This is an optimization exercise on Yosys and OpenROAD, whose aim is small area, not a production implementation.
Only simulation tests tie the RTL to the original design; equivalence was not proved.
The clock port is modelled as an ideal driver; clocking choices that lean on that would not hold on a real chip.
Power and IR drop assume default switching activity.

## v31
## teatime_tpb
module teatime_tpb #(
    parameter QDIV       = 5,
    parameter TICK_DIV   = 8,
    parameter LONG_ADD   = 32,
    parameter LONG_SET   = 64,
    parameter ACTIVE_ADD = 1'b0,
    parameter ACTIVE_SET = 1'b0
) (
    input  wire        clk,
    input  wire        rst,
    input  wire        tb_en,
    input  wire        pd,
    output reg         sda_o,
    output reg         scl_o,
    input  wire        sda_in,
    input  wire        scl_in,
    input  wire [1:0]  btn_in,
    input  wire        host_valid,
    input  wire [31:0] host_word,
    output reg  [15:0] host_rdata,
    output wire [15:0] mem_addr,
    output wire        mem_re,
    output wire        mem_we,
    output wire [7:0]  mem_wdata,
    input  wire [7:0]  mem_rdata,
    output wire        irq_tick,
    output wire        irq_second,
    output wire        pending
);
==> flow/config.mk <==
export PLATFORM = sky130hd
export DESIGN_NAME = teatime_tpb
export DESIGN_NICKNAME = teatime_tpb
export VERILOG_FILES = /design/flow/design.v
export SDC_FILE = /design/flow/constraint.sdc
export NUM_CORES = 4
export LEC_CHECK = 0
export CAP_MARGIN = 20
export CORE_MARGIN = 2
export CORE_UTILIZATION = 78
export GPL_TIMING_DRIVEN = 0
export SLEW_MARGIN = 20
==> flow/constraint.sdc <==
create_clock -name core_clock -period 10.0 [get_ports {clk}]
set_input_delay 2.0000 -clock core_clock [delete_from_list [all_inputs] [get_ports {clk}]]
set_output_delay 2.0000 -clock core_clock [all_outputs]
set_load 0.01 [all_outputs]
standard.sh (not shown) runs the stock make flow with config.mk's settings and CLKGATE_MAP_FILE= SYNTH_SCRIPT=/design/flow/synth_recipe.tcl, a recipe that flattens the netlist after the stock synthesis.
==> flow/flow/run.sh <==
#!/bin/bash
# Standard ORFS layout (standard.sh's make call and the standard flow's synthesis script),
# with these changes:
#  - synthesis maps the combinational logic with flow/area.abc
#    (flow/abc_override.tcl is sourced ahead of synth_recipe.tcl)
#  - the port buffers are buf_1 cells
#  - the clock reaches the flip-flops through six clkbuf_16 leaf buffers
#    (flow/leaf_buffers.tcl, run just before clock tree synthesis), and clock
#    tree synthesis builds only the tree from the clock port to them
set -euo pipefail
here=$(pwd)
cat flow/abc_override.tcl synth_recipe.tcl > my_synth.tcl
sed -e "s#SYNTH_SCRIPT=[^ ]*#SYNTH_SCRIPT=$here/my_synth.tcl#" standard.sh > my_standard.sh
export MY_ABC_SCRIPT=$here/flow/area.abc
export BUFFER_PORTS_ARGS="-buffer_cell sky130_fd_sc_hd__buf_1"
export PRE_CTS_TCL=$here/flow/leaf_buffers.tcl
export CTS_ARGS="-clk_nets clk -dont_use_dummy_load -buf_list {sky130_fd_sc_hd__clkbuf_8} -root_buf sky130_fd_sc_hd__clkbuf_8"
bash my_standard.sh > standard.log 2>&1
==> flow/flow/leaf_buffers.tcl <==
# Clock leaf buffers, run before clock tree synthesis: split the flip-flops on
# the clock net into nx strips by x, each strip into ny groups by y, and drive
# each group from its own buffer placed at the group's centre. Clock tree
# synthesis then builds the tree from the clock port to these buffers only.
proc tpb_leaf_buffers {nx ny cell} {
  set block [ord::get_db_block]
  set db [ord::get_db]
  set master [$db findMaster $cell]
  set clknet [$block findNet clk]
  set sinks {}
  foreach it [$clknet getITerms] {
    set inst [$it getInst]
    set loc [$inst getLocation]
    lappend sinks [list $it [lindex $loc 0] [lindex $loc 1]]
  }
  set n [llength $sinks]
  set byx [lsort -integer -index 1 $sinks]
  set groups {}
  for {set a 0} {$a < $nx} {incr a} {
    set strip [lrange $byx [expr {$a*$n/$nx}] [expr {($a+1)*$n/$nx - 1}]]
    set byy [lsort -integer -index 2 $strip]
    set m [llength $byy]
    for {set b 0} {$b < $ny} {incr b} {
      lappend groups [lrange $byy [expr {$b*$m/$ny}] [expr {($b+1)*$m/$ny - 1}]]
    }
  }
  set i 0
  foreach g $groups {
    set sx 0; set sy 0
    foreach s $g { incr sx [lindex $s 1]; incr sy [lindex $s 2] }
    set cx [expr {$sx / [llength $g]}]
    set cy [expr {$sy / [llength $g]}]
    set inst [odb::dbInst_create $block $master "clkleaf_$i"]
    set net [odb::dbNet_create $block "clkleaf_net_$i"]
    $net setSigType CLOCK
    foreach s $g {
      set it [lindex $s 0]
      $it disconnect
      $it connect $net
    }
    [$inst findITerm X] connect $net
    [$inst findITerm A] connect $clknet
    $inst setLocation $cx $cy
    $inst setPlacementStatus PLACED
    incr i
  }
  puts "tpb_leaf_buffers: $n sinks in [llength $groups] groups"
}

tpb_leaf_buffers 2 3 sky130_fd_sc_hd__clkbuf_16
detailed_placement
Other scripts of this flow, unchanged in this note and not shown: flow/flow/abc_override.tcl, flow/flow/area.abc
Input-level comparison between v50 and v31:
==> flow/flow/run.sh <==
#!/bin/bash
# Standard ORFS layout (standard.sh's make call and the standard flow's synthesis script),
# with these changes:
#  - synthesis maps the combinational logic with flow/area.abc
#    (flow/abc_override.tcl is sourced ahead of synth_recipe.tcl)
#  - the port buffers are buf_1 cells
#  - clock tree synthesis uses small clock buffers and no dummy loads
set -euo pipefail
here=$(pwd)
cat flow/abc_override.tcl synth_recipe.tcl > my_synth.tcl
sed -e "s#SYNTH_SCRIPT=[^ ]*#SYNTH_SCRIPT=$here/my_synth.tcl#" standard.sh > my_standard.sh
export MY_ABC_SCRIPT=$here/flow/area.abc
export BUFFER_PORTS_ARGS="-buffer_cell sky130_fd_sc_hd__buf_1"
export CTS_ARGS="-sink_clustering_enable -repair_clock_nets -dont_use_dummy_load -buf_list {sky130_fd_sc_hd__clkbuf_4 sky130_fd_sc_hd__clkbuf_8} -root_buf sky130_fd_sc_hd__clkbuf_8"
bash my_standard.sh > standard.log 2>&1
removed: flow/flow/leaf_buffers.tcl
## What came out
Summary of v50 over v31: fraction of area in multi-input gates fell 0.24 points; shortest clock period the worst path allows after layout lost 3.3 ps; worst IR drop on VDD lower; share of the core filled with cells in the final layout climbed 0.55 points; setup slack went up 3.3 ps.
Against v31, post-layout instance area in v50 came out worse.
Comparing v31 against v50, there is no change at all in number of cells on the worst hold path.
The via count reported for v50 is higher than the one for v31.
The lower total power of v50 and v31 is in v31.
On slack of the worst reg-to-reg path, the higher figure sits with v31, not v50.
| worst hold slack | v50 vs v31 | ≈ equal |
Edits applied to the flow inputs when going from v50 to v26:
# v50
export LEC_CHECK = 0
export CAP_MARGIN = 20
export CORE_MARGIN = 2
export CORE_UTILIZATION = 78
export GPL_TIMING_DRIVEN = 0
export SLEW_MARGIN = 20
create_clock -name core_clock -period 10.0 [get_ports {clk}]
# v26
export LEC_CHECK = 0
export CAP_MARGIN = 20
export CORE_MARGIN = 2
export CORE_UTILIZATION = 78
export SLEW_MARGIN = 20
create_clock -name core_clock -period 10.0 [get_ports {clk}]
### Flow results
- For sequential share of layout area, v50 and v26 come out practically identical.
- Measured against each other, v26 and v50 differ in final hold slack, the lower figure coming from v26.
- Diff v50..v26 | total power | negligible
- Final critical-path required period ended up 47 ps lower on v26 than on v50.
- Final area across v26 and v50: no real change.
- [compare] base=v50 new=v26: switching part of the total power shows an increase of 0.20 points; critical path depth shows a reduction of 2; wire length shows an increase of 720 µm.

[static timing again, ports no longer ideal]
No port has a modelled driver above. Below, the same layouts with a new extraction and two added sets of constraints.
Step 1, drivers: a clkbuf_16 drives clk and a buf_2 each remaining input, both assumed.
Step 2 adds t to the input delays and takes it off the output delays; t is the mean of the earliest and latest rising clock arrival at the registers after step 1. Input paths then give back, and output paths get back, about the clock's delay inside the block.
a / b / c = ideal ports / drivers / drivers and shift; a / b = the first two.
run | shift t [ns] | setup slack, ns | latest minus earliest clock arrival (ns)
v31 | 0.488 | 2.566 / 2.545 / 2.545 | 0.014 / 0.014
v50 | 0.467 | 2.569 / 2.548 / 2.548 | 0.042 / 0.042
v26 | 0.471 | 2.616 / 2.590 / 2.590 | 0.045 / 0.045
After both steps setup and hold are still met in every run listed. The setup slack of v26, which loses most, moves by -0.026 ns with the drivers and by -0.026 ns with both steps.
